What follows belongs to an exercise in optimizing a design on an open flow for a short achievable clock period and few clock cycles; a production flow would make more cautious choices.
In this exercise RTL edits were held to simulation tests only and were not proved equivalent to the original.
Power is estimated from default activity; no workload was simulated.

==> flow/design.v (outline; a module is shown in full before it is edited, if it fits) <==
// module mcc_core: 362 lines
// module mcc_mul_a: 753 lines
// module mcc_mul_b: 387 lines
module mcc_core (
    input  wire        clk,
    input  wire        rst,           
    output wire [31:0] imem_addr,
    input  wire [31:0] imem_rdata,
    output wire        dmem_valid,
    output wire        dmem_we,
    output wire [31:0] dmem_addr,
    output wire [31:0] dmem_wdata,
    input  wire        dmem_ready,
    input  wire [31:0] dmem_rdata,
    output wire        wb_valid,
    output wire [3:0]  wb_reg,
    output wire [31:0] wb_data,
    output wire        halted
);
  // ...
==> flow/flow/run.sh <==
#!/bin/bash
set -euo pipefail
read -r -a extra < flow/make_args.txt
bash standard.sh "${extra[@]}" finish > standard_flow.log 2>&1
==> flow/flow/make_args.txt <==
SETUP_SLACK_MARGIN=7.5
==> flow/standard.sh <==
#!/bin/bash
# synth_recipe.tcl (not shown) runs the flow's synth.tcl, then flattens the netlist and writes it again
# the make line also repeats each setting of config.mk as NAME=value (left out here)
make -C /OpenROAD-flow-scripts/flow DESIGN_CONFIG=/design/flow/config.mk WORK_HOME=/design/flow/orfs CLKGATE_MAP_FILE= SYNTH_SCRIPT=/design/flow/synth_recipe.tcl "${@:-finish}"
==> flow/config.mk <==
export PLATFORM = sky130hd
export DESIGN_NAME = mcc_core
export DESIGN_NICKNAME = mcc_core
export VERILOG_FILES = /design/flow/design.v
export SDC_FILE = /design/flow/constraint.sdc
export NUM_CORES = 4
export LEC_CHECK = 0
export ABC_CLOCK_PERIOD_IN_PS = 2500
export CAP_MARGIN = 40
export CORE_MARGIN = 2
export CORE_UTILIZATION = 40
export PLACE_DENSITY = 0.6
export SLEW_MARGIN = 40
==> flow/constraint.sdc <==
create_clock -name core_clock -period 10.0 [get_ports {clk}]
set_input_delay 2.0000 -clock core_clock [delete_from_list [all_inputs] [get_ports {clk}]]
set_output_delay 2.0000 -clock core_clock [all_outputs]
set_load 0.01 [all_outputs]
==> impl_metrics.ini, run 1 <==
[global_routing]
grt_max_degree = 68
busiest_layer = met2

[place]
dp_worst_setup_slack_ns = 4.22
place_area_mm2 = 0.116
place.gp.congestion = 1.07
portBuffers = 202
dp_hpwl_um = 402000
dp.cells = 13954

[outcome]
status = aborted with a tool error
toolErrorMsg = [ERROR GRT-0232] Routing congestion too high. Check the congestion heatmap in the GUI.
haltStage = global routing (5_1_grt)

[die]
ios = 203
die_w_um = 525
start_util = 0.402
fp-row-count = 191

[clock_network]
cts.repair.resized = 4257
htree_levels = 4
post_cts_buffers = 1417
numCtsBuffers = 205
cts_sinks = 1747

[logic_synthesis]
synth-compound-area-share = 0.269
synth_nets = 11416
synth.cells.most_frequent = 1484 x a22oi_1, 1428 x edfxtp_1, 1114 x clkbuf_1
synth-edff-count = 1428
yosys.area_share.simple = 0.112
synth_area_leaders = edfxtp_1 39%, a22oi_1 10%, dfxtp_1 5.9%
synth_most_common_cell = a22oi_1
synth_fa_ha_area_frac = 0.0622
syn-instance-count = 10931
ys_seq_area_frac = 0.453
yosysTopAreaCell = edfxtp_1
synthArstFlopShare = 0
synthDistinctLibCells = 91
synth_top_cell_area_share = 0.394
muxShareOfSynthArea = 0.0233
yosysWarnings = 1
Testbench counts, summed over its fixed seeds: cycles 51,925.
==> module mcc_core, before the edit <==
module mcc_core (
    input  wire        clk,
    input  wire        rst,           
    output wire [31:0] imem_addr,
    input  wire [31:0] imem_rdata,
    output wire        dmem_valid,
    output wire        dmem_we,
    output wire [31:0] dmem_addr,
    output wire [31:0] dmem_wdata,
    input  wire        dmem_ready,
    input  wire [31:0] dmem_rdata,
    output wire        wb_valid,
    output wire [3:0]  wb_reg,
    output wire [31:0] wb_data,
    output wire        halted
);
    localparam [6:0] OP_ADD  = 7'd0,  OP_SUB  = 7'd1,  OP_AND  = 7'd2,
                     OP_OR   = 7'd3,  OP_XOR  = 7'd4,  OP_MUL  = 7'd5,
                     OP_SLL  = 7'd6,  OP_SRL  = 7'd7,  OP_SRA  = 7'd8,
                     OP_BEQ  = 7'd9,  OP_BNE  = 7'd10, OP_BLT  = 7'd11,
                     OP_BGT  = 7'd12, OP_BLE  = 7'd13, OP_BGE  = 7'd14,
                     OP_JAL  = 7'd15, OP_LW   = 7'd16, OP_SW   = 7'd17,
                     OP_LL   = 7'd18, OP_SC   = 7'd19, OP_HALT = 7'd20;
    localparam BHT_B = 6;
    localparam BHT_N = 1 << BHT_B;
    reg [31:0] pc;
    reg        stopped;               
    reg        l_redir;               
    reg [31:0] l_alt;                 
    reg        halted_r;
    reg        rst_q;                 
    reg [31:0] rf [2:15];             
    reg [BHT_N-1:0] bht_seen;
    reg [1:0]       bht_ctr [0:BHT_N-1];
    reg        e_valid;
    reg        e_wr;                  
    reg [3:0]  e_dest;
    reg        e_late;                
    reg        e_branch, e_pred;
    reg [BHT_B-1:0] e_bidx;
    reg        u_valid, u_taken;      
    reg [BHT_B-1:0] u_bidx;
    reg        e_halt;
    reg [31:0] e_imm, e_pc1;
    reg        e_add, e_sub, e_and, e_or, e_xor, e_sll, e_srl, e_sra;
    reg        e_jal, e_sc, e_mul, e_load, e_store, e_mem;
    reg        e_beq, e_bne, e_blt, e_bgt, e_ble, e_bge;
    reg [31:0] ea_a, ea_b;   reg ea_ar, ea_aw, ea_br, ea_bw, ea_bi;   reg [4:0] ea_am, ea_bm;   
    reg [31:0] es_a, es_b;   reg es_ar, es_aw, es_br, es_bw, es_bi;   reg [4:0] es_am, es_bm;   
    reg [31:0] ec_a, ec_b;   reg ec_ar, ec_aw, ec_br, ec_bw;          reg [4:0] ec_am, ec_bm;   
    reg [31:0] ex_a, ex_b;   reg ex_ar, ex_aw, ex_br, ex_bw, ex_bi;   reg [4:0] ex_am, ex_bm;   
    reg [31:0] ed_s;         reg ed_sr, ed_sw;                        reg [4:0] ed_sm;          
    reg [4:0]  e_u;                   
    reg        ea_ax, ea_bx, es_ax, es_bx, ec_ax, ec_bx, ex_ax, ex_bx, ed_sx;   
    reg        m_valid;
    reg        m_wr;
    reg [3:0]  m_dest;
    reg        m_load, m_we, m_mem, m_mul, m_halt;
    reg [31:0] m_sum, m_dif, m_lg, m_sh, m_k;
    reg [4:0]  m_u;
    reg [31:0] m_sdata;
    reg        r_valid;
    reg        r_we;
    reg [31:0] r_addr;
    reg [31:0] r_data;
    reg        m_iss;                 
    reg        w_valid;               
    reg        w_mul;
    reg        w_halt;
    reg [3:0]  w_dest;
    reg [31:0] w_val;
    reg [31:0] w_ra, w_rb;
    reg        x_rep;                 
    reg [3:0]  x_dest;
    reg [31:0] x_val;
    wire [31:0] ins   = imem_rdata;
    wire        f_isel = ins[31];
    wire [6:0]  f_op  = ins[30:24];
    wire [3:0]  f_rd  = ins[23:20];
    wire [3:0]  f_rs  = ins[19:16];
    wire [3:0]  f_rt  = ins[15:12];
    wire [31:0] f_imm = {{20{ins[11]}}, ins[11:0]};
    wire f_alu    = (f_op <= OP_SRA);
    wire f_branch = (f_op >= OP_BEQ) && (f_op <= OP_BGE);
    wire f_jal    = (f_op == OP_JAL);
    wire f_load   = (f_op == OP_LW) || (f_op == OP_LL);
    wire f_sw     = (f_op == OP_SW);
    wire f_sc     = (f_op == OP_SC);
    wire f_halt   = (f_op == OP_HALT);
    wire f_mul    = (f_op == OP_MUL);
    wire f_mem    = f_load || f_sw || f_sc;
    wire       f_wr   = f_jal || ((f_alu || f_load || f_sc) && (f_rd >= 4'd2));
    wire [3:0] f_dest = f_jal ? 4'd15 : f_rd;
    wire       f_use_rd = f_sw || f_sc;
    wire       f_ua = (f_op <= OP_XOR) || f_mem;           
    wire       f_us = (f_op >= OP_SLL) && (f_op <= OP_SRA);  
    function [31:0] rf_read(input [3:0] r);
        integer k;
        begin
            rf_read = 32'd0;
            for (k = 2; k < 16; k = k + 1)
                rf_read = rf_read | ({32{r == k}} & rf[k]);
        end
    endfunction
    wire [31:0] f_a = rf_read(f_rs);
    wire [31:0] f_b = rf_read(f_rt);
    wire [31:0] f_s = rf_read(f_rd);
    wire hz_late = e_valid && e_wr && e_late &&
                   ((f_rs == e_dest) || (f_rt == e_dest) || (f_use_rd && f_rd == e_dest));
    wire hz_mulm = m_valid && m_wr && m_mul &&
                   ((f_rs == m_dest) || (f_rt == m_dest) || (f_use_rd && f_rd == m_dest));
    wire em = e_valid && e_wr;
    wire mw = m_valid && m_wr;
    wire fa_m = em && (f_rs == e_dest);
    wire fb_m = em && (f_rt == e_dest);
    wire fs_m = em && (f_rd == e_dest);
    wire fa_w = mw && (f_rs == m_dest) && !fa_m;
    wire fb_w = mw && (f_rt == m_dest) && !fb_m;
    wire fs_w = mw && (f_rd == m_dest) && !fs_m;
    wire [4:0] fa_mu = {5{fa_m}} & e_u;
    wire [4:0] fb_mu = {5{fb_m}} & e_u;
    wire [4:0] fs_mu = {5{fs_m}} & e_u;
    wire wx = w_valid && w_mul;
    wire fa_x = wx && (f_rs == w_dest) && !fa_m && !fa_w;
    wire fb_x = wx && (f_rt == w_dest) && !fb_m && !fb_w;
    wire fs_x = wx && (f_rd == w_dest) && !fs_m && !fs_w;
    wire fa_r = !fa_m && !fa_w && !fa_x;
    wire fb_r = !fb_m && !fb_w && !fb_x;
    wire fs_r = !fs_m && !fs_w && !fs_x;
    wire [BHT_B-1:0] f_bidx = pc[BHT_B-1:0];
    wire       f_seen   = bht_seen[f_bidx];
    wire [1:0] f_ctr    = bht_ctr[f_bidx];
    wire       f_static = (f_imm <= pc) || (f_op == OP_BNE);
    wire       f_pred   = f_jal || (f_branch && (f_seen ? f_ctr[1] : f_static));
    wire [31:0] pc1 = pc + 32'd1;
    function [31:0] fwd3(input r, input [31:0] rv, input [4:0] m, input w, input x);
        fwd3 = ({32{r}} & rv) | ({32{w}} & w_val) | ({32{x}} & x_val) |
               ({32{m[0]}} & m_sum) | ({32{m[1]}} & m_dif) | ({32{m[2]}} & m_lg) |
               ({32{m[3]}} & m_sh) | ({32{m[4]}} & m_k);
    endfunction
    wire [31:0] xa_a = fwd3(ea_ar, ea_a, ea_am, ea_aw, ea_ax);
    wire [31:0] xa_b = fwd3(ea_br, ea_b, ea_bm, ea_bw, ea_bx) | ({32{ea_bi}} & e_imm);
    wire [31:0] x_sum = xa_a + xa_b;
    wire [31:0] x_dif = xa_a - xa_b;
    wire [31:0] xs_a = fwd3(es_ar, es_a, es_am, es_aw, es_ax);
    wire [31:0] xs_b = fwd3(es_br, es_b, es_bm, es_bw, es_bx) | ({32{es_bi}} & e_imm);
    wire        x_big = |xs_b[31:5];
    wire [31:0] x_shl = xs_a << xs_b[4:0];
    wire [31:0] x_shr = xs_a >> xs_b[4:0];
    wire [31:0] x_asr = $signed(xs_a) >>> xs_b[4:0];
    wire [31:0] x_sll = x_big ? 32'd0 : x_shl;
    wire [31:0] x_srl = x_big ? 32'd0 : x_shr;
    wire [31:0] x_sra = x_big ? {32{xs_a[31]}} : x_asr;
    wire [31:0] x_lg = ({32{e_and}} & (xa_a & xa_b)) | ({32{e_or}} & (xa_a | xa_b)) |
                       ({32{e_xor}} & (xa_a ^ xa_b));
    wire [31:0] x_sh = ({32{e_sll}} & x_sll) | ({32{e_srl}} & x_srl) | ({32{e_sra}} & x_sra);
    wire [31:0] x_k  = e_jal ? e_pc1 : 32'd1;       
    wire [31:0] xc_a = fwd3(ec_ar, ec_a, ec_am, ec_aw, ec_ax);
    wire [31:0] xc_b = fwd3(ec_br, ec_b, ec_bm, ec_bw, ec_bx);
    wire x_eq = (xc_a == xc_b);
    wire x_lt = ($signed(xc_a) < $signed(xc_b));
    wire x_taken = (e_beq && x_eq) || (e_bne && !x_eq) || (e_blt && x_lt) ||
                   (e_bgt && !x_lt && !x_eq) || (e_ble && (x_lt || x_eq)) ||
                   (e_bge && !x_lt);
    wire [31:0] xx_a = fwd3(ex_ar, ex_a, ex_am, ex_aw, ex_ax);
    wire [31:0] xx_b = fwd3(ex_br, ex_b, ex_bm, ex_bw, ex_bx) | ({32{ex_bi}} & e_imm);
    wire [166:0] x_mulq;
    mcc_mul_a u_mul_a (.a(xx_a), .b(xx_b), .q(x_mulq));
    wire [31:0] x_s = fwd3(ed_sr, ed_s, ed_sm, ed_sw, ed_sx);
    reg  [166:0] m_mulq;
    wire [31:0]     m_ra, m_rb;
    mcc_mul_b u_mul_b (.q(m_mulq), .ra(m_ra), .rb(m_rb));
    wire r_free  = !r_valid || dmem_ready;           
    wire m_wait  = m_valid && m_mem && !m_iss;       
    wire r_from_m = m_wait && r_free;
    wire mstall = m_valid && ((m_mem && !m_iss && (m_load || !r_free)) ||
                              (m_load && m_iss && !dmem_ready) ||
                              (m_halt && r_valid && !dmem_ready));
    wire r_from_e = e_valid && e_mem && !mstall && r_free && !m_wait && !l_redir;
    wire [31:0] m_res = ({32{m_u[0]}} & m_sum) | ({32{m_u[1]}} & m_dif) | ({32{m_u[2]}} & m_lg) |
                        ({32{m_u[3]}} & m_sh) | ({32{m_u[4]}} & m_k);
    wire [31:0] m_val = m_load ? dmem_rdata : m_res;
    wire [31:0] w_prod  = w_ra + w_rb;
    wire [31:0] w_final = w_mul ? w_prod : w_val;
    assign dmem_valid = r_valid;
    assign dmem_we    = r_we;
    assign dmem_addr  = r_addr;
    assign dmem_wdata = r_data;
    wire [31:0] x_alt = e_pred ? e_pc1 : e_imm;
    wire mispred  = e_valid && e_branch && (x_taken != e_pred);
    wire issue    = !mstall && !l_redir && !hz_late && !hz_mulm && !stopped;
    assign imem_addr = pc;
    assign wb_valid  = x_rep;
    assign wb_reg    = x_dest;
    assign wb_data   = x_val;
    assign halted    = halted_r;
    always @(posedge clk) begin
        if (rst) begin
            pc       <= 32'd0;
            stopped  <= 1'b0;
            halted_r <= 1'b0;
            e_valid  <= 1'b0;
            u_valid  <= 1'b0;
            l_redir  <= 1'b0;
            m_valid  <= 1'b0;
            w_valid  <= 1'b0;
            w_halt   <= 1'b0;
            x_rep    <= 1'b0;
            r_valid  <= 1'b0;
        end else begin
            if (r_from_m || r_from_e)
                r_valid <= 1'b1;
            else if (dmem_ready)
                r_valid <= 1'b0;
            if (!mstall)
                m_iss <= r_from_e;
            else if (r_from_m)
                m_iss <= 1'b1;
            if (l_redir)
                pc <= l_alt;
            else if (issue && !f_halt)
                pc <= f_pred ? f_imm : pc1;
            if (l_redir)
                stopped <= 1'b0;
            else if (issue && f_halt)
                stopped <= 1'b1;
            l_redir <= mispred && !mstall && !l_redir;
            u_valid <= e_valid && e_branch && !mstall && !l_redir;
            if (!mstall) begin
                e_valid <= issue;
                m_valid <= e_valid && !l_redir;
                w_valid <= m_valid && m_wr;
                w_halt  <= m_valid && m_halt;
                x_rep   <= w_valid;
                if (w_halt)
                    halted_r <= 1'b1;
            end else begin
                x_rep   <= 1'b0;
            end
        end
    end
    integer i;
    always @(posedge clk) begin
        rst_q <= rst;
        if (rst_q) begin
            for (i = 2; i < 16; i = i + 1)
                rf[i] <= 32'd0;
            bht_seen <= {BHT_N{1'b0}};
            for (i = 0; i < BHT_N; i = i + 1)
                bht_ctr[i] <= 2'b00;
        end else begin
            if (w_valid && w_mul)
                rf[w_dest] <= w_prod;
            if (m_valid && m_wr && !m_mul)
                rf[m_dest] <= m_val;
            if (u_valid) begin
                bht_seen[u_bidx] <= 1'b1;
                if (!bht_seen[u_bidx])
                    bht_ctr[u_bidx] <= u_taken ? 2'b10 : 2'b01;
                else if (u_taken && bht_ctr[u_bidx] != 2'b11)
                    bht_ctr[u_bidx] <= bht_ctr[u_bidx] + 2'b01;
                else if (!u_taken && bht_ctr[u_bidx] != 2'b00)
                    bht_ctr[u_bidx] <= bht_ctr[u_bidx] - 2'b01;
            end
        end
    end
    always @(posedge clk) begin
        if (!mstall) begin
            e_wr     <= f_wr;
            e_dest   <= f_dest;
            e_late   <= f_load || f_mul;
            e_branch <= f_branch;
            e_pred   <= f_pred;
            e_bidx   <= f_bidx;
            e_halt   <= f_halt;
            e_imm    <= f_imm;
            e_pc1    <= pc1;
            e_add    <= (f_op == OP_ADD);
            e_sub    <= (f_op == OP_SUB);
            e_and    <= (f_op == OP_AND);
            e_or     <= (f_op == OP_OR);
            e_xor    <= (f_op == OP_XOR);
            e_sll    <= (f_op == OP_SLL);
            e_srl    <= (f_op == OP_SRL);
            e_sra    <= (f_op == OP_SRA);
            e_mul    <= f_mul;
            e_jal    <= f_jal;
            e_sc     <= f_sc;
            e_u      <= {f_jal || f_sc, f_us, (f_op == OP_AND) || (f_op == OP_OR) || (f_op == OP_XOR),
                         f_op == OP_SUB, f_op == OP_ADD};
            e_load   <= f_load;
            e_store  <= f_sw || f_sc;
            e_mem    <= f_mem;
            e_beq    <= (f_op == OP_BEQ);
            e_bne    <= (f_op == OP_BNE);
            e_blt    <= (f_op == OP_BLT);
            e_bgt    <= (f_op == OP_BGT);
            e_ble    <= (f_op == OP_BLE);
            e_bge    <= (f_op == OP_BGE);
            ea_ar <= fa_r && f_ua; ea_am <= fa_mu & {5{f_ua}}; ea_aw <= fa_w && f_ua;
            ea_br <= fb_r && f_ua && !f_isel; ea_bm <= fb_mu & {5{f_ua && !f_isel}};
            ea_bw <= fb_w && f_ua && !f_isel; ea_bi <= f_isel && f_ua;
            es_ar <= fa_r && f_us; es_am <= fa_mu & {5{f_us}}; es_aw <= fa_w && f_us;
            es_br <= fb_r && f_us && !f_isel; es_bm <= fb_mu & {5{f_us && !f_isel}};
            es_bw <= fb_w && f_us && !f_isel; es_bi <= f_isel && f_us;
            ec_ar <= fa_r && f_branch; ec_am <= fa_mu & {5{f_branch}}; ec_aw <= fa_w && f_branch;
            ec_br <= fb_r && f_branch; ec_bm <= fb_mu & {5{f_branch}}; ec_bw <= fb_w && f_branch;
            ex_ar <= fa_r && f_mul; ex_am <= fa_mu & {5{f_mul}}; ex_aw <= fa_w && f_mul;
            ex_br <= fb_r && f_mul && !f_isel; ex_bm <= fb_mu & {5{f_mul && !f_isel}};
            ex_bw <= fb_w && f_mul && !f_isel; ex_bi <= f_isel && f_mul;
            ea_ax <= fa_x && f_ua; ea_bx <= fb_x && f_ua && !f_isel;
            es_ax <= fa_x && f_us; es_bx <= fb_x && f_us && !f_isel;
            ec_ax <= fa_x && f_branch; ec_bx <= fb_x && f_branch;
            ex_ax <= fa_x && f_mul; ex_bx <= fb_x && f_mul && !f_isel;
            ed_sx <= fs_x && f_use_rd;
            ed_sr <= fs_r && f_use_rd; ed_sm <= fs_mu & {5{f_use_rd}}; ed_sw <= fs_w && f_use_rd;
            if (f_ua) begin ea_a <= f_a; ea_b <= f_b; end
            if (f_us) begin es_a <= f_a; es_b <= f_b; end
            if (f_branch) begin ec_a <= f_a; ec_b <= f_b; end
            if (f_mul) begin ex_a <= f_a; ex_b <= f_b; end
            if (f_use_rd) ed_s <= f_s;
            m_wr    <= e_wr;
            m_dest  <= e_dest;
            m_load  <= e_load;
            m_we    <= e_store;
            m_mem   <= e_mem;
            m_mul   <= e_mul;
            m_halt  <= e_halt;
            m_sum   <= x_sum;
            m_dif   <= x_dif;
            m_lg    <= x_lg;
            m_sh    <= x_sh;
            m_k     <= x_k;
            m_u     <= e_u;
            m_sdata <= x_s;
            w_mul <= m_mul;
            if (m_valid && m_wr) begin
                w_dest <= m_dest;
                w_val  <= m_val;
            end
            w_ra <= m_ra;
            w_rb <= m_rb;
            if (w_valid) begin
                x_dest <= w_dest;
                x_val  <= w_final;
            end
        end
        if (r_from_m) begin
            r_we   <= m_we;
            r_addr <= m_sum;
            r_data <= m_sdata;
        end else if (r_from_e) begin
            r_we   <= e_store;
            r_addr <= x_sum;
            r_data <= x_s;
        end
        u_taken <= x_taken;
        l_alt   <= x_alt;
        u_bidx  <= e_bidx;
        m_mulq <= x_mulq;
    end
endmodule
==> inputs of run 2 (changes only) <==
--- a/flow/design.v
+++ b/flow/design.v
@@ -40,33 +40,34 @@
     reg [BHT_B-1:0] e_bidx;
     reg        u_valid, u_taken;      
     reg [BHT_B-1:0] u_bidx;
     reg        e_halt;
     reg [31:0] e_imm, e_pc1;
     reg        e_add, e_sub, e_and, e_or, e_xor, e_sll, e_srl, e_sra;
     reg        e_jal, e_sc, e_mul, e_load, e_store, e_mem;
     reg        e_beq, e_bne, e_blt, e_bgt, e_ble, e_bge;
-    reg [31:0] ea_a, ea_b;   reg ea_ar, ea_aw, ea_br, ea_bw, ea_bi;   reg [4:0] ea_am, ea_bm;   
-    reg [31:0] es_a, es_b;   reg es_ar, es_aw, es_br, es_bw, es_bi;   reg [4:0] es_am, es_bm;   
-    reg [31:0] ec_a, ec_b;   reg ec_ar, ec_aw, ec_br, ec_bw;          reg [4:0] ec_am, ec_bm;   
-    reg [31:0] ex_a, ex_b;   reg ex_ar, ex_aw, ex_br, ex_bw, ex_bi;   reg [4:0] ex_am, ex_bm;   
-    reg [31:0] ed_s;         reg ed_sr, ed_sw;                        reg [4:0] ed_sm;          
-    reg [4:0]  e_u;                   
+    reg [31:0] ea_a, ea_b;   reg ea_ar, ea_aw, ea_br, ea_bw, ea_bi;   reg ea_am, ea_bm;      
+    reg [31:0] es_a, es_b;   reg es_ar, es_aw, es_br, es_bw, es_bi;   reg es_am, es_bm;      
+    reg [31:0] ec_a, ec_b;   reg ec_ar, ec_aw, ec_br, ec_bw;          reg ec_am, ec_bm;      
+    reg [31:0] ex_a, ex_b;   reg ex_ar, ex_aw, ex_br, ex_bw, ex_bi;   reg ex_am, ex_bm;      
+    reg [31:0] ed_s;         reg ed_sr, ed_sw;                        reg ed_sm;                
+    reg [3:0]  e_u;                   
     reg        ea_ax, ea_bx, es_ax, es_bx, ec_ax, ec_bx, ex_ax, ex_bx, ed_sx;   
     reg        m_valid;
     reg        m_wr;
     reg [3:0]  m_dest;
     reg        m_load, m_we, m_mem, m_mul, m_halt;
-    reg [31:0] m_sum, m_dif, m_lg, m_sh, m_k;
-    reg [4:0]  m_u;
+    reg [31:0] m_sum, m_dif, m_lg, m_sh;
+    reg [3:0]  m_u;
     reg [31:0] m_sdata;
     reg        r_valid;
     reg        r_we;
-    reg [31:0] r_addr;
+    reg [31:0] r_ae, r_am;            
+    reg        r_sel_m;
     reg [31:0] r_data;
     reg        m_iss;                 
     reg        w_valid;               
     reg        w_mul;
     reg        w_halt;
     reg [3:0]  w_dest;
     reg [31:0] w_val;
     reg [31:0] w_ra, w_rb;
@@ -112,84 +113,78 @@
     wire em = e_valid && e_wr;
     wire mw = m_valid && m_wr;
     wire fa_m = em && (f_rs == e_dest);
     wire fb_m = em && (f_rt == e_dest);
     wire fs_m = em && (f_rd == e_dest);
     wire fa_w = mw && (f_rs == m_dest) && !fa_m;
     wire fb_w = mw && (f_rt == m_dest) && !fb_m;
     wire fs_w = mw && (f_rd == m_dest) && !fs_m;
-    wire [4:0] fa_mu = {5{fa_m}} & e_u;
-    wire [4:0] fb_mu = {5{fb_m}} & e_u;
-    wire [4:0] fs_mu = {5{fs_m}} & e_u;
     wire wx = w_valid && w_mul;
     wire fa_x = wx && (f_rs == w_dest) && !fa_m && !fa_w;
     wire fb_x = wx && (f_rt == w_dest) && !fb_m && !fb_w;
     wire fs_x = wx && (f_rd == w_dest) && !fs_m && !fs_w;
     wire fa_r = !fa_m && !fa_w && !fa_x;
     wire fb_r = !fb_m && !fb_w && !fb_x;
     wire fs_r = !fs_m && !fs_w && !fs_x;
     wire [BHT_B-1:0] f_bidx = pc[BHT_B-1:0];
     wire       f_seen   = bht_seen[f_bidx];
     wire [1:0] f_ctr    = bht_ctr[f_bidx];
     wire       f_static = (f_imm <= pc) || (f_op == OP_BNE);
     wire       f_pred   = f_jal || (f_branch && (f_seen ? f_ctr[1] : f_static));
     wire [31:0] pc1 = pc + 32'd1;
-    function [31:0] fwd3(input r, input [31:0] rv, input [4:0] m, input w, input x);
-        fwd3 = ({32{r}} & rv) | ({32{w}} & w_val) | ({32{x}} & x_val) |
-               ({32{m[0]}} & m_sum) | ({32{m[1]}} & m_dif) | ({32{m[2]}} & m_lg) |
-               ({32{m[3]}} & m_sh) | ({32{m[4]}} & m_k);
+    wire [31:0] m_res = ({32{m_u[0]}} & m_sum) | ({32{m_u[1]}} & m_dif) | ({32{m_u[2]}} & m_lg) |
+                        ({32{m_u[3]}} & m_sh);
+    function [31:0] fwd3(input r, input [31:0] rv, input m, input w, input x);
+        fwd3 = ({32{r}} & rv) | ({32{w}} & w_val) | ({32{x}} & x_val) | ({32{m}} & m_res);
     endfunction
     wire [31:0] xa_a = fwd3(ea_ar, ea_a, ea_am, ea_aw, ea_ax);
     wire [31:0] xa_b = fwd3(ea_br, ea_b, ea_bm, ea_bw, ea_bx) | ({32{ea_bi}} & e_imm);
     wire [31:0] x_sum = xa_a + xa_b;
     wire [31:0] x_dif = xa_a - xa_b;
     wire [31:0] xs_a = fwd3(es_ar, es_a, es_am, es_aw, es_ax);
     wire [31:0] xs_b = fwd3(es_br, es_b, es_bm, es_bw, es_bx) | ({32{es_bi}} & e_imm);
     wire        x_big = |xs_b[31:5];
     wire [31:0] x_shl = xs_a << xs_b[4:0];
     wire [31:0] x_shr = xs_a >> xs_b[4:0];
     wire [31:0] x_asr = $signed(xs_a) >>> xs_b[4:0];
     wire [31:0] x_sll = x_big ? 32'd0 : x_shl;
     wire [31:0] x_srl = x_big ? 32'd0 : x_shr;
     wire [31:0] x_sra = x_big ? {32{xs_a[31]}} : x_asr;
     wire [31:0] x_lg = ({32{e_and}} & (xa_a & xa_b)) | ({32{e_or}} & (xa_a | xa_b)) |
-                       ({32{e_xor}} & (xa_a ^ xa_b));
+                       ({32{e_xor}} & (xa_a ^ xa_b)) | ({32{e_jal}} & e_pc1) | {31'd0, e_sc};
     wire [31:0] x_sh = ({32{e_sll}} & x_sll) | ({32{e_srl}} & x_srl) | ({32{e_sra}} & x_sra);
-    wire [31:0] x_k  = e_jal ? e_pc1 : 32'd1;       
     wire [31:0] xc_a = fwd3(ec_ar, ec_a, ec_am, ec_aw, ec_ax);
     wire [31:0] xc_b = fwd3(ec_br, ec_b, ec_bm, ec_bw, ec_bx);
     wire x_eq = (xc_a == xc_b);
     wire x_lt = ($signed(xc_a) < $signed(xc_b));
     wire x_taken = (e_beq && x_eq) || (e_bne && !x_eq) || (e_blt && x_lt) ||
                    (e_bgt && !x_lt && !x_eq) || (e_ble && (x_lt || x_eq)) ||
                    (e_bge && !x_lt);
     wire [31:0] xx_a = fwd3(ex_ar, ex_a, ex_am, ex_aw, ex_ax);
     wire [31:0] xx_b = fwd3(ex_br, ex_b, ex_bm, ex_bw, ex_bx) | ({32{ex_bi}} & e_imm);
-    wire [166:0] x_mulq;
+    wire [223:0] x_mulq;
     mcc_mul_a u_mul_a (.a(xx_a), .b(xx_b), .q(x_mulq));
     wire [31:0] x_s = fwd3(ed_sr, ed_s, ed_sm, ed_sw, ed_sx);
-    reg  [166:0] m_mulq;
+    reg  [223:0] m_mulq;
     wire [31:0]     m_ra, m_rb;
     mcc_mul_b u_mul_b (.q(m_mulq), .ra(m_ra), .rb(m_rb));
     wire r_free  = !r_valid || dmem_ready;           
     wire m_wait  = m_valid && m_mem && !m_iss;       
     wire r_from_m = m_wait && r_free;
     wire mstall = m_valid && ((m_mem && !m_iss && (m_load || !r_free)) ||
                               (m_load && m_iss && !dmem_ready) ||
                               (m_halt && r_valid && !dmem_ready));
     wire r_from_e = e_valid && e_mem && !mstall && r_free && !m_wait && !l_redir;
-    wire [31:0] m_res = ({32{m_u[0]}} & m_sum) | ({32{m_u[1]}} & m_dif) | ({32{m_u[2]}} & m_lg) |
-                        ({32{m_u[3]}} & m_sh) | ({32{m_u[4]}} & m_k);
     wire [31:0] m_val = m_load ? dmem_rdata : m_res;
     wire [31:0] w_prod  = w_ra + w_rb;
     wire [31:0] w_final = w_mul ? w_prod : w_val;
     assign dmem_valid = r_valid;
     assign dmem_we    = r_we;
-    assign dmem_addr  = r_addr;
+    assign dmem_addr  = r_sel_m ? r_am : r_ae;
     assign dmem_wdata = r_data;
     wire [31:0] x_alt = e_pred ? e_pc1 : e_imm;
     wire mispred  = e_valid && e_branch && (x_taken != e_pred);
     wire issue    = !mstall && !l_redir && !hz_late && !hz_mulm && !stopped;
     assign imem_addr = pc;
     assign wb_valid  = x_rep;
     assign wb_reg    = x_dest;
     assign wb_data   = x_val;
@@ -281,91 +276,92 @@
             e_or     <= (f_op == OP_OR);
             e_xor    <= (f_op == OP_XOR);
             e_sll    <= (f_op == OP_SLL);
             e_srl    <= (f_op == OP_SRL);
             e_sra    <= (f_op == OP_SRA);
             e_mul    <= f_mul;
             e_jal    <= f_jal;
             e_sc     <= f_sc;
-            e_u      <= {f_jal || f_sc, f_us, (f_op == OP_AND) || (f_op == OP_OR) || (f_op == OP_XOR),
+            e_u      <= {f_us, (f_op == OP_AND) || (f_op == OP_OR) || (f_op == OP_XOR) || f_jal || f_sc,
                          f_op == OP_SUB, f_op == OP_ADD};
             e_load   <= f_load;
             e_store  <= f_sw || f_sc;
             e_mem    <= f_mem;
             e_beq    <= (f_op == OP_BEQ);
             e_bne    <= (f_op == OP_BNE);
             e_blt    <= (f_op == OP_BLT);
             e_bgt    <= (f_op == OP_BGT);
             e_ble    <= (f_op == OP_BLE);
             e_bge    <= (f_op == OP_BGE);
-            ea_ar <= fa_r && f_ua; ea_am <= fa_mu & {5{f_ua}}; ea_aw <= fa_w && f_ua;
-            ea_br <= fb_r && f_ua && !f_isel; ea_bm <= fb_mu & {5{f_ua && !f_isel}};
+            ea_ar <= fa_r && f_ua; ea_am <= fa_m && f_ua; ea_aw <= fa_w && f_ua;
+            ea_br <= fb_r && f_ua && !f_isel; ea_bm <= fb_m && f_ua && !f_isel;
             ea_bw <= fb_w && f_ua && !f_isel; ea_bi <= f_isel && f_ua;
-            es_ar <= fa_r && f_us; es_am <= fa_mu & {5{f_us}}; es_aw <= fa_w && f_us;
-            es_br <= fb_r && f_us && !f_isel; es_bm <= fb_mu & {5{f_us && !f_isel}};
+            es_ar <= fa_r && f_us; es_am <= fa_m && f_us; es_aw <= fa_w && f_us;
+            es_br <= fb_r && f_us && !f_isel; es_bm <= fb_m && f_us && !f_isel;
             es_bw <= fb_w && f_us && !f_isel; es_bi <= f_isel && f_us;
-            ec_ar <= fa_r && f_branch; ec_am <= fa_mu & {5{f_branch}}; ec_aw <= fa_w && f_branch;
-            ec_br <= fb_r && f_branch; ec_bm <= fb_mu & {5{f_branch}}; ec_bw <= fb_w && f_branch;
-            ex_ar <= fa_r && f_mul; ex_am <= fa_mu & {5{f_mul}}; ex_aw <= fa_w && f_mul;
-            ex_br <= fb_r && f_mul && !f_isel; ex_bm <= fb_mu & {5{f_mul && !f_isel}};
+            ec_ar <= fa_r && f_branch; ec_am <= fa_m && f_branch; ec_aw <= fa_w && f_branch;
+            ec_br <= fb_r && f_branch; ec_bm <= fb_m && f_branch; ec_bw <= fb_w && f_branch;
+            ex_ar <= fa_r && f_mul; ex_am <= fa_m && f_mul; ex_aw <= fa_w && f_mul;
+            ex_br <= fb_r && f_mul && !f_isel; ex_bm <= fb_m && f_mul && !f_isel;
             ex_bw <= fb_w && f_mul && !f_isel; ex_bi <= f_isel && f_mul;
             ea_ax <= fa_x && f_ua; ea_bx <= fb_x && f_ua && !f_isel;
             es_ax <= fa_x && f_us; es_bx <= fb_x && f_us && !f_isel;
             ec_ax <= fa_x && f_branch; ec_bx <= fb_x && f_branch;
             ex_ax <= fa_x && f_mul; ex_bx <= fb_x && f_mul && !f_isel;
             ed_sx <= fs_x && f_use_rd;
-            ed_sr <= fs_r && f_use_rd; ed_sm <= fs_mu & {5{f_use_rd}}; ed_sw <= fs_w && f_use_rd;
+            ed_sr <= fs_r && f_use_rd; ed_sm <= fs_m && f_use_rd; ed_sw <= fs_w && f_use_rd;
             if (f_ua) begin ea_a <= f_a; ea_b <= f_b; end
             if (f_us) begin es_a <= f_a; es_b <= f_b; end
             if (f_branch) begin ec_a <= f_a; ec_b <= f_b; end
             if (f_mul) begin ex_a <= f_a; ex_b <= f_b; end
             if (f_use_rd) ed_s <= f_s;
             m_wr    <= e_wr;
             m_dest  <= e_dest;
             m_load  <= e_load;
             m_we    <= e_store;
             m_mem   <= e_mem;
             m_mul   <= e_mul;
             m_halt  <= e_halt;
             m_sum   <= x_sum;
             m_dif   <= x_dif;
             m_lg    <= x_lg;
             m_sh    <= x_sh;
-            m_k     <= x_k;
             m_u     <= e_u;
             m_sdata <= x_s;
             w_mul <= m_mul;
             if (m_valid && m_wr) begin
                 w_dest <= m_dest;
                 w_val  <= m_val;
             end
             w_ra <= m_ra;
             w_rb <= m_rb;
             if (w_valid) begin
                 x_dest <= w_dest;
                 x_val  <= w_final;
             end
         end
         if (r_from_m) begin
             r_we   <= m_we;
-            r_addr <= m_sum;
+            r_am   <= m_sum;
+            r_sel_m <= 1'b1;
             r_data <= m_sdata;
         end else if (r_from_e) begin
             r_we   <= e_store;
-            r_addr <= x_sum;
+            r_ae   <= x_sum;
+            r_sel_m <= 1'b0;
             r_data <= x_s;
         end
         u_taken <= x_taken;
         l_alt   <= x_alt;
         u_bidx  <= e_bidx;
         m_mulq <= x_mulq;
     end
 endmodule
-module mcc_mul_a (input wire [31:0] a, input wire [31:0] b, output wire [166:0] q);
+module mcc_mul_a (input wire [31:0] a, input wire [31:0] b, output wire [223:0] q);
     wire one0 = b[0] ^ 1'b0;
     wire two0 = (b[1] & ~b[0] & ~1'b0) | (~b[1] & b[0] & 1'b0);
     wire neg0 = b[1];
     wire pp0_0 = ((one0 & a[0]) | (two0 & 1'b0)) ^ neg0;
     wire pp0_1 = ((one0 & a[1]) | (two0 & a[0])) ^ neg0;
     wire pp0_2 = ((one0 & a[2]) | (two0 & a[1])) ^ neg0;
     wire pp0_3 = ((one0 & a[3]) | (two0 & a[2])) ^ neg0;
     wire pp0_4 = ((one0 & a[4]) | (two0 & a[3])) ^ neg0;
@@ -820,16 +816,466 @@
     wire s137 = pp11_9 ^ pp12_7 ^ pp13_5;
     wire c138 = (pp11_9 & pp12_7) | (pp11_9 & pp13_5) | (pp12_7 & pp13_5);
     wire s139 = pp14_3 ^ pp15_1 ^ s33;
     wire c140 = (pp14_3 & pp15_1) | (pp14_3 & s33) | (pp15_1 & s33);
     wire s141 = s35 ^ s37 ^ s39;
     wire c142 = (s35 & s37) | (s35 & s39) | (s37 & s39);
     wire s143 = c26 ^ c28 ^ c30;
     wire c144 = (c26 & c28) | (c26 & c30) | (c28 & c30);
+    assign q[0] = pp0_0;
+    assign q[1] = neg0;
+    assign q[2] = pp0_1;
+    assign q[3] = pp0_2;
+    assign q[4] = pp1_0;
+    assign q[5] = neg1;
+    assign q[6] = pp0_3;
+    assign q[7] = pp1_1;
+    assign q[8] = pp0_4;
+    assign q[9] = pp1_2;
+    assign q[10] = pp2_0;
+    assign q[11] = neg2;
+    assign q[12] = pp0_5;
+    assign q[13] = pp1_3;
+    assign q[14] = pp2_1;
+    assign q[15] = pp0_6;
+    assign q[16] = pp1_4;
+    assign q[17] = pp2_2;
+    assign q[18] = pp3_0;
+    assign q[19] = neg3;
+    assign q[20] = pp0_7;
+    assign q[21] = pp1_5;
+    assign q[22] = pp2_3;
+    assign q[23] = pp3_1;
+    assign q[24] = pp0_8;
+    assign q[25] = pp1_6;
+    assign q[26] = pp2_4;
+    assign q[27] = pp3_2;
+    assign q[28] = pp4_0;
+    assign q[29] = neg4;
+    assign q[30] = pp0_9;
+    assign q[31] = pp1_7;
+    assign q[32] = pp2_5;
+    assign q[33] = pp3_3;
+    assign q[34] = pp4_1;
+    assign q[35] = pp0_10;
+    assign q[36] = pp1_8;
+    assign q[37] = pp2_6;
+    assign q[38] = pp3_4;
+    assign q[39] = pp4_2;
+    assign q[40] = pp5_0;
+    assign q[41] = neg5;
+    assign q[42] = pp0_11;
+    assign q[43] = pp1_9;
+    assign q[44] = pp2_7;
+    assign q[45] = pp3_5;
+    assign q[46] = pp4_3;
+    assign q[47] = pp5_1;
+    assign q[48] = pp0_12;
+    assign q[49] = pp1_10;
+    assign q[50] = pp2_8;
+    assign q[51] = pp3_6;
+    assign q[52] = pp4_4;
+    assign q[53] = pp5_2;
+    assign q[54] = pp6_0;
+    assign q[55] = neg6;
+    assign q[56] = pp0_13;
+    assign q[57] = pp1_11;
+    assign q[58] = pp2_9;
+    assign q[59] = pp3_7;
+    assign q[60] = pp4_5;
+    assign q[61] = pp5_3;
+    assign q[62] = pp6_1;
+    assign q[63] = pp0_14;
+    assign q[64] = pp1_12;
+    assign q[65] = pp2_10;
+    assign q[66] = pp3_8;
+    assign q[67] = pp4_6;
+    assign q[68] = pp5_4;
+    assign q[69] = pp6_2;
+    assign q[70] = pp7_0;
+    assign q[71] = neg7;
+    assign q[72] = pp0_15;
+    assign q[73] = pp1_13;
+    assign q[74] = pp2_11;
+    assign q[75] = pp3_9;
+    assign q[76] = pp4_7;
+    assign q[77] = pp5_5;
+    assign q[78] = pp6_3;
+    assign q[79] = pp7_1;
+    assign q[80] = pp2_12;
+    assign q[81] = pp3_10;
+    assign q[82] = pp4_8;
+    assign q[83] = pp5_6;
+    assign q[84] = pp6_4;
+    assign q[85] = pp7_2;
+    assign q[86] = pp8_0;
+    assign q[87] = neg8;
+    assign q[88] = s41;
+    assign q[89] = pp2_13;
+    assign q[90] = pp3_11;
+    assign q[91] = pp4_9;
+    assign q[92] = pp5_7;
+    assign q[93] = pp6_5;
+    assign q[94] = pp7_3;
+    assign q[95] = pp8_1;
+    assign q[96] = s43;
+    assign q[97] = c42;
+    assign q[98] = pp5_8;
+    assign q[99] = pp6_6;
+    assign q[100] = pp7_4;
+    assign q[101] = pp8_2;
+    assign q[102] = pp9_0;
+    assign q[103] = neg9;
+    assign q[104] = s45;
+    assign q[105] = s47;
+    assign q[106] = c44;
+    assign q[107] = pp5_9;
+    assign q[108] = pp6_7;
+    assign q[109] = pp7_5;
+    assign q[110] = pp8_3;
+    assign q[111] = pp9_1;
+    assign q[112] = s49;
+    assign q[113] = s51;
+    assign q[114] = c46;
+    assign q[115] = c48;
+    assign q[116] = pp8_4;
+    assign q[117] = pp9_2;
+    assign q[118] = pp10_0;
+    assign q[119] = neg10;
+    assign q[120] = s53;
+    assign q[121] = s55;
+    assign q[122] = s57;
+    assign q[123] = c50;
+    assign q[124] = c52;
+    assign q[125] = pp8_5;
+    assign q[126] = pp9_3;
+    assign q[127] = pp10_1;
+    assign q[128] = s59;
+    assign q[129] = s61;
+    assign q[130] = s63;
+    assign q[131] = c54;
+    assign q[132] = c56;
+    assign q[133] = c58;
+    assign q[134] = pp11_0;
+    assign q[135] = neg11;
+    assign q[136] = s65;
+    assign q[137] = s67;
+    assign q[138] = s69;
+    assign q[139] = s71;
+    assign q[140] = c60;
+    assign q[141] = c62;
+    assign q[142] = c64;
+    assign q[143] = pp11_1;
+    assign q[144] = s73;
+    assign q[145] = s75;
+    assign q[146] = s77;
+    assign q[147] = s79;
+    assign q[148] = c66;
+    assign q[149] = c68;
+    assign q[150] = c70;
+    assign q[151] = c72;
+    assign q[152] = s1;
+    assign q[153] = s81;
+    assign q[154] = s83;
+    assign q[155] = s85;
+    assign q[156] = s87;
+    assign q[157] = c74;
+    assign q[158] = c76;
+    assign q[159] = c78;
+    assign q[160] = c80;
+    assign q[161] = c2;
+    assign q[162] = s89;
+    assign q[163] = s91;
+    assign q[164] = s93;
+    assign q[165] = s95;
+    assign q[166] = c82;
+    assign q[167] = c84;
+    assign q[168] = c86;
+    assign q[169] = c88;
+    assign q[170] = c4;
+    assign q[171] = s97;
+    assign q[172] = s99;
+    assign q[173] = s101;
+    assign q[174] = s103;
+    assign q[175] = c90;
+    assign q[176] = c92;
+    assign q[177] = c94;
+    assign q[178] = c96;
+    assign q[179] = c8;
+    assign q[180] = s105;
+    assign q[181] = s107;
+    assign q[182] = s109;
+    assign q[183] = s111;
+    assign q[184] = c98;
+    assign q[185] = c100;
+    assign q[186] = c102;
+    assign q[187] = c104;
+    assign q[188] = c12;
+    assign q[189] = s113;
+    assign q[190] = s115;
+    assign q[191] = s117;
+    assign q[192] = s119;
+    assign q[193] = c106;
+    assign q[194] = c108;
+    assign q[195] = c110;
+    assign q[196] = c112;
+    assign q[197] = c18;
+    assign q[198] = s121;
+    assign q[199] = s123;
+    assign q[200] = s125;
+    assign q[201] = s127;
+    assign q[202] = c114;
+    assign q[203] = c116;
+    assign q[204] = c118;
+    assign q[205] = c120;
+    assign q[206] = c24;
+    assign q[207] = s129;
+    assign q[208] = s131;
+    assign q[209] = s133;
+    assign q[210] = s135;
+    assign q[211] = c122;
+    assign q[212] = c124;
+    assign q[213] = c126;
+    assign q[214] = c128;
+    assign q[215] = c32;
+    assign q[216] = s137;
+    assign q[217] = s139;
+    assign q[218] = s141;
+    assign q[219] = s143;
+    assign q[220] = c130;
+    assign q[221] = c132;
+    assign q[222] = c134;
+    assign q[223] = c136;
+endmodule
+module mcc_mul_b (input wire [223:0] q, output wire [31:0] ra, output wire [31:0] rb);
+    wire pp0_0 = q[0];
+    wire neg0 = q[1];
+    wire pp0_1 = q[2];
+    wire pp0_2 = q[3];
+    wire pp1_0 = q[4];
+    wire neg1 = q[5];
+    wire pp0_3 = q[6];
+    wire pp1_1 = q[7];
+    wire pp0_4 = q[8];
+    wire pp1_2 = q[9];
+    wire pp2_0 = q[10];
+    wire neg2 = q[11];
+    wire pp0_5 = q[12];
+    wire pp1_3 = q[13];
+    wire pp2_1 = q[14];
+    wire pp0_6 = q[15];
+    wire pp1_4 = q[16];
+    wire pp2_2 = q[17];
+    wire pp3_0 = q[18];
+    wire neg3 = q[19];
+    wire pp0_7 = q[20];
+    wire pp1_5 = q[21];
+    wire pp2_3 = q[22];
+    wire pp3_1 = q[23];
+    wire pp0_8 = q[24];
+    wire pp1_6 = q[25];
+    wire pp2_4 = q[26];
+    wire pp3_2 = q[27];
+    wire pp4_0 = q[28];
+    wire neg4 = q[29];
+    wire pp0_9 = q[30];
+    wire pp1_7 = q[31];
+    wire pp2_5 = q[32];
+    wire pp3_3 = q[33];
+    wire pp4_1 = q[34];
+    wire pp0_10 = q[35];
+    wire pp1_8 = q[36];
+    wire pp2_6 = q[37];
+    wire pp3_4 = q[38];
+    wire pp4_2 = q[39];
+    wire pp5_0 = q[40];
+    wire neg5 = q[41];
+    wire pp0_11 = q[42];
+    wire pp1_9 = q[43];
+    wire pp2_7 = q[44];
+    wire pp3_5 = q[45];
+    wire pp4_3 = q[46];
+    wire pp5_1 = q[47];
+    wire pp0_12 = q[48];
+    wire pp1_10 = q[49];
+    wire pp2_8 = q[50];
+    wire pp3_6 = q[51];
+    wire pp4_4 = q[52];
+    wire pp5_2 = q[53];
+    wire pp6_0 = q[54];
+    wire neg6 = q[55];
+    wire pp0_13 = q[56];
+    wire pp1_11 = q[57];
+    wire pp2_9 = q[58];
+    wire pp3_7 = q[59];
+    wire pp4_5 = q[60];
+    wire pp5_3 = q[61];
+    wire pp6_1 = q[62];
+    wire pp0_14 = q[63];
+    wire pp1_12 = q[64];
+    wire pp2_10 = q[65];
+    wire pp3_8 = q[66];
+    wire pp4_6 = q[67];
+    wire pp5_4 = q[68];
+    wire pp6_2 = q[69];
+    wire pp7_0 = q[70];
+    wire neg7 = q[71];
+    wire pp0_15 = q[72];
+    wire pp1_13 = q[73];
+    wire pp2_11 = q[74];
+    wire pp3_9 = q[75];
+    wire pp4_7 = q[76];
+    wire pp5_5 = q[77];
+    wire pp6_3 = q[78];
+    wire pp7_1 = q[79];
+    wire pp2_12 = q[80];
+    wire pp3_10 = q[81];
+    wire pp4_8 = q[82];
+    wire pp5_6 = q[83];
+    wire pp6_4 = q[84];
+    wire pp7_2 = q[85];
+    wire pp8_0 = q[86];
+    wire neg8 = q[87];
+    wire s41 = q[88];
+    wire pp2_13 = q[89];
+    wire pp3_11 = q[90];
+    wire pp4_9 = q[91];
+    wire pp5_7 = q[92];
+    wire pp6_5 = q[93];
+    wire pp7_3 = q[94];
+    wire pp8_1 = q[95];
+    wire s43 = q[96];
+    wire c42 = q[97];
+    wire pp5_8 = q[98];
+    wire pp6_6 = q[99];
+    wire pp7_4 = q[100];
+    wire pp8_2 = q[101];
+    wire pp9_0 = q[102];
+    wire neg9 = q[103];
+    wire s45 = q[104];
+    wire s47 = q[105];
+    wire c44 = q[106];
+    wire pp5_9 = q[107];
+    wire pp6_7 = q[108];
+    wire pp7_5 = q[109];
+    wire pp8_3 = q[110];
+    wire pp9_1 = q[111];
+    wire s49 = q[112];
+    wire s51 = q[113];
+    wire c46 = q[114];
+    wire c48 = q[115];
+    wire pp8_4 = q[116];
+    wire pp9_2 = q[117];
+    wire pp10_0 = q[118];
+    wire neg10 = q[119];
+    wire s53 = q[120];
+    wire s55 = q[121];
+    wire s57 = q[122];
+    wire c50 = q[123];
+    wire c52 = q[124];
+    wire pp8_5 = q[125];
+    wire pp9_3 = q[126];
+    wire pp10_1 = q[127];
+    wire s59 = q[128];
+    wire s61 = q[129];
+    wire s63 = q[130];
+    wire c54 = q[131];
+    wire c56 = q[132];
+    wire c58 = q[133];
+    wire pp11_0 = q[134];
+    wire neg11 = q[135];
+    wire s65 = q[136];
+    wire s67 = q[137];
+    wire s69 = q[138];
+    wire s71 = q[139];
+    wire c60 = q[140];
+    wire c62 = q[141];
+    wire c64 = q[142];
+    wire pp11_1 = q[143];
+    wire s73 = q[144];
+    wire s75 = q[145];
+    wire s77 = q[146];
+    wire s79 = q[147];
+    wire c66 = q[148];
+    wire c68 = q[149];
+    wire c70 = q[150];
+    wire c72 = q[151];
+    wire s1 = q[152];
+    wire s81 = q[153];
+    wire s83 = q[154];
+    wire s85 = q[155];
+    wire s87 = q[156];
+    wire c74 = q[157];
+    wire c76 = q[158];
+    wire c78 = q[159];
+    wire c80 = q[160];
+    wire c2 = q[161];
+    wire s89 = q[162];
+    wire s91 = q[163];
+    wire s93 = q[164];
+    wire s95 = q[165];
+    wire c82 = q[166];
+    wire c84 = q[167];
+    wire c86 = q[168];
+    wire c88 = q[169];
+    wire c4 = q[170];
+    wire s97 = q[171];
+    wire s99 = q[172];
+    wire s101 = q[173];
+    wire s103 = q[174];
+    wire c90 = q[175];
+    wire c92 = q[176];
+    wire c94 = q[177];
+    wire c96 = q[178];
+    wire c8 = q[179];
+    wire s105 = q[180];
+    wire s107 = q[181];
+    wire s109 = q[182];
+    wire s111 = q[183];
+    wire c98 = q[184];
+    wire c100 = q[185];
+    wire c102 = q[186];
+    wire c104 = q[187];
+    wire c12 = q[188];
+    wire s113 = q[189];
+    wire s115 = q[190];
+    wire s117 = q[191];
+    wire s119 = q[192];
+    wire c106 = q[193];
+    wire c108 = q[194];
+    wire c110 = q[195];
+    wire c112 = q[196];
+    wire c18 = q[197];
+    wire s121 = q[198];
+    wire s123 = q[199];
+    wire s125 = q[200];
+    wire s127 = q[201];
+    wire c114 = q[202];
+    wire c116 = q[203];
+    wire c118 = q[204];
+    wire c120 = q[205];
+    wire c24 = q[206];
+    wire s129 = q[207];
+    wire s131 = q[208];
+    wire s133 = q[209];
+    wire s135 = q[210];
+    wire c122 = q[211];
+    wire c124 = q[212];
+    wire c126 = q[213];
+    wire c128 = q[214];
+    wire c32 = q[215];
+    wire s137 = q[216];
+    wire s139 = q[217];
+    wire s141 = q[218];
+    wire s143 = q[219];
+    wire c130 = q[220];
+    wire c132 = q[221];
+    wire c134 = q[222];
+    wire c136 = q[223];
     wire s145 = pp0_10 ^ pp1_8;
     wire c146 = pp0_10 & pp1_8;
     wire s147 = pp0_11 ^ pp1_9;
     wire c148 = pp0_11 & pp1_9;
     wire s149 = pp0_12 ^ pp1_10 ^ pp2_8;
     wire c150 = (pp0_12 & pp1_10) | (pp0_12 & pp2_8) | (pp1_10 & pp2_8);
     wire s151 = pp3_6 ^ pp4_4;
     wire c152 = pp3_6 & pp4_4;
@@ -940,352 +1386,16 @@
     wire s257 = c124 ^ c126 ^ c128;
     wire c258 = (c124 & c126) | (c124 & c128) | (c126 & c128);
     wire s259 = c32 ^ s137 ^ s139;
     wire c260 = (c32 & s137) | (c32 & s139) | (s137 & s139);
     wire s261 = s141 ^ s143 ^ c130;
     wire c262 = (s141 & s143) | (s141 & c130) | (s143 & c130);
     wire s263 = c132 ^ c134 ^ c136;
     wire c264 = (c132 & c134) | (c132 & c136) | (c134 & c136);
-    assign q[0] = pp0_0;
-    assign q[1] = neg0;
-    assign q[2] = pp0_1;
-    assign q[3] = pp0_2;
-    assign q[4] = pp1_0;
-    assign q[5] = neg1;
-    assign q[6] = pp0_3;
-    assign q[7] = pp1_1;
-    assign q[8] = pp0_4;
-    assign q[9] = pp1_2;
-    assign q[10] = pp2_0;
-    assign q[11] = neg2;
-    assign q[12] = pp0_5;
-    assign q[13] = pp1_3;
-    assign q[14] = pp2_1;
-    assign q[15] = pp0_6;
-    assign q[16] = pp1_4;
-    assign q[17] = pp2_2;
-    assign q[18] = pp3_0;
-    assign q[19] = neg3;
-    assign q[20] = pp0_7;
-    assign q[21] = pp1_5;
-    assign q[22] = pp2_3;
-    assign q[23] = pp3_1;
-    assign q[24] = pp0_8;
-    assign q[25] = pp1_6;
-    assign q[26] = pp2_4;
-    assign q[27] = pp3_2;
-    assign q[28] = pp4_0;
-    assign q[29] = neg4;
-    assign q[30] = pp0_9;
-    assign q[31] = pp1_7;
-    assign q[32] = pp2_5;
-    assign q[33] = pp3_3;
-    assign q[34] = pp4_1;
-    assign q[35] = pp2_6;
-    assign q[36] = pp3_4;
-    assign q[37] = pp4_2;
-    assign q[38] = pp5_0;
-    assign q[39] = neg5;
-    assign q[40] = s145;
-    assign q[41] = pp2_7;
-    assign q[42] = pp3_5;
-    assign q[43] = pp4_3;
-    assign q[44] = pp5_1;
-    assign q[45] = s147;
-    assign q[46] = c146;
-    assign q[47] = pp5_2;
-    assign q[48] = pp6_0;
-    assign q[49] = neg6;
-    assign q[50] = s149;
-    assign q[51] = s151;
-    assign q[52] = c148;
-    assign q[53] = pp5_3;
-    assign q[54] = pp6_1;
-    assign q[55] = s153;
-    assign q[56] = s155;
-    assign q[57] = c150;
-    assign q[58] = c152;
-    assign q[59] = neg7;
-    assign q[60] = s157;
-    assign q[61] = s159;
-    assign q[62] = s161;
-    assign q[63] = c154;
-    assign q[64] = c156;
-    assign q[65] = s163;
-    assign q[66] = s165;
-    assign q[67] = s167;
-    assign q[68] = c158;
-    assign q[69] = c160;
-    assign q[70] = c162;
-    assign q[71] = s169;
-    assign q[72] = s171;
-    assign q[73] = s173;
-    assign q[74] = c164;
-    assign q[75] = c166;
-    assign q[76] = c168;
-    assign q[77] = s175;
-    assign q[78] = s177;
-    assign q[79] = s179;
-    assign q[80] = c170;
-    assign q[81] = c172;
-    assign q[82] = c174;
-    assign q[83] = s181;
-    assign q[84] = s183;
-    assign q[85] = s185;
-    assign q[86] = c176;
-    assign q[87] = c178;
-    assign q[88] = c180;
-    assign q[89] = s187;
-    assign q[90] = s189;
-    assign q[91] = s191;
-    assign q[92] = c182;
-    assign q[93] = c184;
-    assign q[94] = c186;
-    assign q[95] = s193;
-    assign q[96] = s195;
-    assign q[97] = s197;
-    assign q[98] = c188;
-    assign q[99] = c190;
-    assign q[100] = c192;
-    assign q[101] = s199;
-    assign q[102] = s201;
-    assign q[103] = s203;
-    assign q[104] = c194;
-    assign q[105] = c196;
-    assign q[106] = c198;
-    assign q[107] = s205;
-    assign q[108] = s207;
-    assign q[109] = s209;
-    assign q[110] = c200;
-    assign q[111] = c202;
-    assign q[112] = c204;
-    assign q[113] = s211;
-    assign q[114] = s213;
-    assign q[115] = s215;
-    assign q[116] = c206;
-    assign q[117] = c208;
-    assign q[118] = c210;
-    assign q[119] = s217;
-    assign q[120] = s219;
-    assign q[121] = s221;
-    assign q[122] = c212;
-    assign q[123] = c214;
-    assign q[124] = c216;
-    assign q[125] = s223;
-    assign q[126] = s225;
-    assign q[127] = s227;
-    assign q[128] = c218;
-    assign q[129] = c220;
-    assign q[130] = c222;
-    assign q[131] = s229;
-    assign q[132] = s231;
-    assign q[133] = s233;
-    assign q[134] = c224;
-    assign q[135] = c226;
-    assign q[136] = c228;
-    assign q[137] = s235;
-    assign q[138] = s237;
-    assign q[139] = s239;
-    assign q[140] = c230;
-    assign q[141] = c232;
-    assign q[142] = c234;
-    assign q[143] = s241;
-    assign q[144] = s243;
-    assign q[145] = s245;
-    assign q[146] = c236;
-    assign q[147] = c238;
-    assign q[148] = c240;
-    assign q[149] = s247;
-    assign q[150] = s249;
-    assign q[151] = s251;
-    assign q[152] = c242;
-    assign q[153] = c244;
-    assign q[154] = c246;
-    assign q[155] = s253;
-    assign q[156] = s255;
-    assign q[157] = s257;
-    assign q[158] = c248;
-    assign q[159] = c250;
-    assign q[160] = c252;
-    assign q[161] = s259;
-    assign q[162] = s261;
-    assign q[163] = s263;
-    assign q[164] = c254;
-    assign q[165] = c256;
-    assign q[166] = c258;
-endmodule
-module mcc_mul_b (input wire [166:0] q, output wire [31:0] ra, output wire [31:0] rb);
-    wire pp0_0 = q[0];
-    wire neg0 = q[1];
-    wire pp0_1 = q[2];
-    wire pp0_2 = q[3];
-    wire pp1_0 = q[4];
-    wire neg1 = q[5];
-    wire pp0_3 = q[6];
-    wire pp1_1 = q[7];
-    wire pp0_4 = q[8];
-    wire pp1_2 = q[9];
-    wire pp2_0 = q[10];
-    wire neg2 = q[11];
-    wire pp0_5 = q[12];
-    wire pp1_3 = q[13];
-    wire pp2_1 = q[14];
-    wire pp0_6 = q[15];
-    wire pp1_4 = q[16];
-    wire pp2_2 = q[17];
-    wire pp3_0 = q[18];
-    wire neg3 = q[19];
-    wire pp0_7 = q[20];
-    wire pp1_5 = q[21];
-    wire pp2_3 = q[22];
-    wire pp3_1 = q[23];
-    wire pp0_8 = q[24];
-    wire pp1_6 = q[25];
-    wire pp2_4 = q[26];
-    wire pp3_2 = q[27];
-    wire pp4_0 = q[28];
-    wire neg4 = q[29];
-    wire pp0_9 = q[30];
-    wire pp1_7 = q[31];
-    wire pp2_5 = q[32];
-    wire pp3_3 = q[33];
-    wire pp4_1 = q[34];
-    wire pp2_6 = q[35];
-    wire pp3_4 = q[36];
-    wire pp4_2 = q[37];
-    wire pp5_0 = q[38];
-    wire neg5 = q[39];
-    wire s145 = q[40];
-    wire pp2_7 = q[41];
-    wire pp3_5 = q[42];
-    wire pp4_3 = q[43];
-    wire pp5_1 = q[44];
-    wire s147 = q[45];
-    wire c146 = q[46];
-    wire pp5_2 = q[47];
-    wire pp6_0 = q[48];
-    wire neg6 = q[49];
-    wire s149 = q[50];
-    wire s151 = q[51];
-    wire c148 = q[52];
-    wire pp5_3 = q[53];
-    wire pp6_1 = q[54];
-    wire s153 = q[55];
-    wire s155 = q[56];
-    wire c150 = q[57];
-    wire c152 = q[58];
-    wire neg7 = q[59];
-    wire s157 = q[60];
-    wire s159 = q[61];
-    wire s161 = q[62];
-    wire c154 = q[63];
-    wire c156 = q[64];
-    wire s163 = q[65];
-    wire s165 = q[66];
-    wire s167 = q[67];
-    wire c158 = q[68];
-    wire c160 = q[69];
-    wire c162 = q[70];
-    wire s169 = q[71];
-    wire s171 = q[72];
-    wire s173 = q[73];
-    wire c164 = q[74];
-    wire c166 = q[75];
-    wire c168 = q[76];
-    wire s175 = q[77];
-    wire s177 = q[78];
-    wire s179 = q[79];
-    wire c170 = q[80];
-    wire c172 = q[81];
-    wire c174 = q[82];
-    wire s181 = q[83];
-    wire s183 = q[84];
-    wire s185 = q[85];
-    wire c176 = q[86];
-    wire c178 = q[87];
-    wire c180 = q[88];
-    wire s187 = q[89];
-    wire s189 = q[90];
-    wire s191 = q[91];
-    wire c182 = q[92];
-    wire c184 = q[93];
-    wire c186 = q[94];
-    wire s193 = q[95];
-    wire s195 = q[96];
-    wire s197 = q[97];
-    wire c188 = q[98];
-    wire c190 = q[99];
-    wire c192 = q[100];
-    wire s199 = q[101];
-    wire s201 = q[102];
-    wire s203 = q[103];
-    wire c194 = q[104];
-    wire c196 = q[105];
-    wire c198 = q[106];
-    wire s205 = q[107];
-    wire s207 = q[108];
-    wire s209 = q[109];
-    wire c200 = q[110];
-    wire c202 = q[111];
-    wire c204 = q[112];
-    wire s211 = q[113];
-    wire s213 = q[114];
-    wire s215 = q[115];
-    wire c206 = q[116];
-    wire c208 = q[117];
-    wire c210 = q[118];
-    wire s217 = q[119];
-    wire s219 = q[120];
-    wire s221 = q[121];
-    wire c212 = q[122];
-    wire c214 = q[123];
-    wire c216 = q[124];
-    wire s223 = q[125];
-    wire s225 = q[126];
-    wire s227 = q[127];
-    wire c218 = q[128];
-    wire c220 = q[129];
-    wire c222 = q[130];
-    wire s229 = q[131];
-    wire s231 = q[132];
-    wire s233 = q[133];
-    wire c224 = q[134];
-    wire c226 = q[135];
-    wire c228 = q[136];
-    wire s235 = q[137];
-    wire s237 = q[138];
-    wire s239 = q[139];
-    wire c230 = q[140];
-    wire c232 = q[141];
-    wire c234 = q[142];
-    wire s241 = q[143];
-    wire s243 = q[144];
-    wire s245 = q[145];
-    wire c236 = q[146];
-    wire c238 = q[147];
-    wire c240 = q[148];
-    wire s247 = q[149];
-    wire s249 = q[150];
-    wire s251 = q[151];
-    wire c242 = q[152];
-    wire c244 = q[153];
-    wire c246 = q[154];
-    wire s253 = q[155];
-    wire s255 = q[156];
-    wire s257 = q[157];
-    wire c248 = q[158];
-    wire c250 = q[159];
-    wire c252 = q[160];
-    wire s259 = q[161];
-    wire s261 = q[162];
-    wire s263 = q[163];
-    wire c254 = q[164];
-    wire c256 = q[165];
-    wire c258 = q[166];
     wire s265 = pp0_6 ^ pp1_4;
     wire c266 = pp0_6 & pp1_4;
     wire s267 = pp0_7 ^ pp1_5;
     wire c268 = pp0_7 & pp1_5;
     wire s269 = pp0_8 ^ pp1_6 ^ pp2_4;
     wire c270 = (pp0_8 & pp1_6) | (pp0_8 & pp2_4) | (pp1_6 & pp2_4);
     wire s271 = pp3_2 ^ pp4_0;
     wire c272 = pp3_2 & pp4_0;
==> flow/flow/make_args.txt (replaced) <==
SETUP_SLACK_MARGIN=6.5
==> run 2 against run 1 <==
Now clean on timing, DRC and antenna. Synthesized cell count down 10%. Synthesized area decreased by 6.6%.
==> impl_metrics.ini, run 2 <==
[place]
dp.cells = 12726
dp_worst_setup_slack_ns = 4.07
dp_hpwl_um = 314000
portBuffers = 202
place.gp.congestion = 0.987

[worst_setup_path]
cp-end-kind = register
crit_required_ns = 10.60
crit_top_cell = buf_6
path_cells = buf_6 > buf_12 > a222oi_1 > nand2_1 > buf_6 > ha_4 > buf_6 > o21a_1 > nor3_2 > a31oi_4 > a31o_4 > a21boi_4 > o41ai_2 > buf_4 > buf_4 > a21o_1 > a21oi_2 > xnor2_1
path_max_fanout = 6
slowest_delay_ns = 0.88
r2r_start = ea_aw$_DFFE_PN_
critPathBufInv = 6
crit_start = ea_aw$_DFFE_PN_
cp_slowest_cell = a222oi_1

[clock_network]
htree_levels = 4
numCtsBuffers = 195
cts_sinks = 1768
clock_tree.root_cell = clkbuf_16

[timing]
fin_crit_ns = 4.43
maxSlewHeadroom = 0.204
hold_slack_ns = 0.346
fmax_ghz = 0.226
tightest_slew_ns = 1.19
fin_crit_sh = 0.443
slew_viol_final = 0
finalSetupViolCount = 0
hold_violations = 0
timing.final.ws_setup_ns = 5.57

[drt]
drtIter0Drc = 21247
postRouteAntennaNets = 0
drt-total-wl_um = 542000
wl_per_cell_um = 38.5
drc_errors = 0
dr.pass1.iters = 17

[logic_synthesis]
synth.cells.most_frequent = 1391 x edfxtp_1, 836 x clkbuf_1, 825 x nand2_1
yosysTopAreaCell = edfxtp_1
synth_seq_cells = 1768
synthArstFlopShare = 0
synthDistinctLibCells = 88
synth-edff-count = 1391
ys_seq_area_frac = 0.486
synth_top_cell_area_share = 0.412
synth_nets = 10272
synth_area_leaders = edfxtp_1 41%, dfxtp_1 7.4%, a22oi_1 4.9%
syn-instance-count = 9784
yosysWarnings = 1
synth_most_common_cell = edfxtp_1
syn-cell-area_mm2 = 0.101

[finish]
drive_above_1_share = 0.308
top_register = rf
final_cells = 14080
most-common-layout-cells = 1391 x edfxtp_1, 768 x buf_4, 717 x nand2_1
area_growth_pct = 33.1
mostFrequentLayoutCell = edfxtp_1
largest_registers = rf: 448 flops, m_mulq: 224 flops, bht_ctr: 128 flops

[pwr]
powerDensity_mw_per_mm2 = 137
p_leak_nw = 49.8
peakVddDrop_mv = 0.201

[min_path]
min_path_type = register to register

[die]
die_h_um = 508
die_w_um = 508
fp-row-count = 184
ios = 203
start_util = 0.403
dieArea_mm2 = 0.258

[global_routing]
grt_pass1_vias = 93681
grt_max_degree = 113
grt_pass1_wl_um = 723000

[job]
cap_viol_max_count = 0

[outcome]
status = finished clean
-- run 2: stage by stage --
stage | utilization | cell area, um2
final | 0.536 | 135000
after CTS | 0.508 | 128000
after floorplan | - | 102000
after global placement | 0.426 | 107000
after detailed placement | 0.427 | 108000
after global routing | 0.536 | 135000
-- run 2: per-layer routing --
| metal | track usage | vias up | wire length, um |
|---|---|---|---|
| met5 | 0.00444 | - | 251 |
| met4 | 0.281 | 34 | 53900 |
| met3 | 0.168 | 3132 | 86800 |
| met2 | 0.562 | 10270 | 221000 |
| met1 | 0.471 | 49023 | 180000 |
| li1 | - | 39512 | - |
-- run 2: cells by family after synthesis --
kind of cell,Yosys count,share of synthesized area
AOI/OAI and AO/OA,3447,0.236
xor gates and xnor gates,232,0.0200
adders and majority gates,432,0.0674
buffers and inverters,1442,0.0548
DFF,1768,0.486
muxes,338,0.0394
and+or+nand+nor,2125,0.0963
-- run 2: where the power goes --
group | switching, mW | internal [mW]
combinational | 1.42 | 0.886
clock | 3.35 | 4.59
sequential | 0.183 | 8.12
-- run 2: worst register-to-register path, delay by kind of cell (launching register included) --
kind,cells,cell delay (ns)
buf+inv,6,0.94
compound gates,8,2.01
fa+ha+maj,1,0.16
xor+xnor,1,0.13
simple gates,2,0.53
flops,1,0.39
-- run 2: what timing repair did --
| action | 4_1_cts | 5_1_grt |
|---|---|---|
| setup endpoints to repair | 2430 | 1570 |
| cloned | 72 | 32 |
| buffers inserted | 618 | 214 |
| pin swaps | 374 | 360 |
| resized for setup | 2234 | 1040 |
-- run 2: layout make-up --
| cell class | instances | area (um2) | area share |
|---|---|---|---|
| multi-input cells | 6589 | 56300 | 0.417 |
| flip-flops and latches | 1768 | 49400 | 0.366 |
| repair buffers | 1510 | 16400 | 0.121 |
| clock buffers | 235 | 5240 | 0.0388 |
| well taps | 3348 | 4190 | 0.0310 |
| inverters | 452 | 1750 | 0.0129 |
| clock inverters | 131 | 1700 | 0.0126 |
| diodes | 44 | 110 | 0.000815 |
| repair inverters | 3 | 20.0 | 0.000148 |
-- run 2: worst paths after layout --
path | to | cells after the start
worst max-delay path | m_sum[25]$_DFFE_PN_ | 18
worst min register to register | u_bidx[1]$_DFF_P_ | 0
worst max register to register | m_sum[25]$_DFFE_PN_ | 18
worst min-delay path | u_bidx[1]$_DFF_P_ | 0
Testbench counts of run 2, summed over its fixed seeds: cycles 51,925.

Setup slack of run 2, layout unchanged: 5.569 ns with ideal ports, 5.569 ns with driving cells assumed (clock clkbuf_16, inputs buf_2), 5.198 ns with port delays also shifted by the 0.992 ns mid clock arrival.
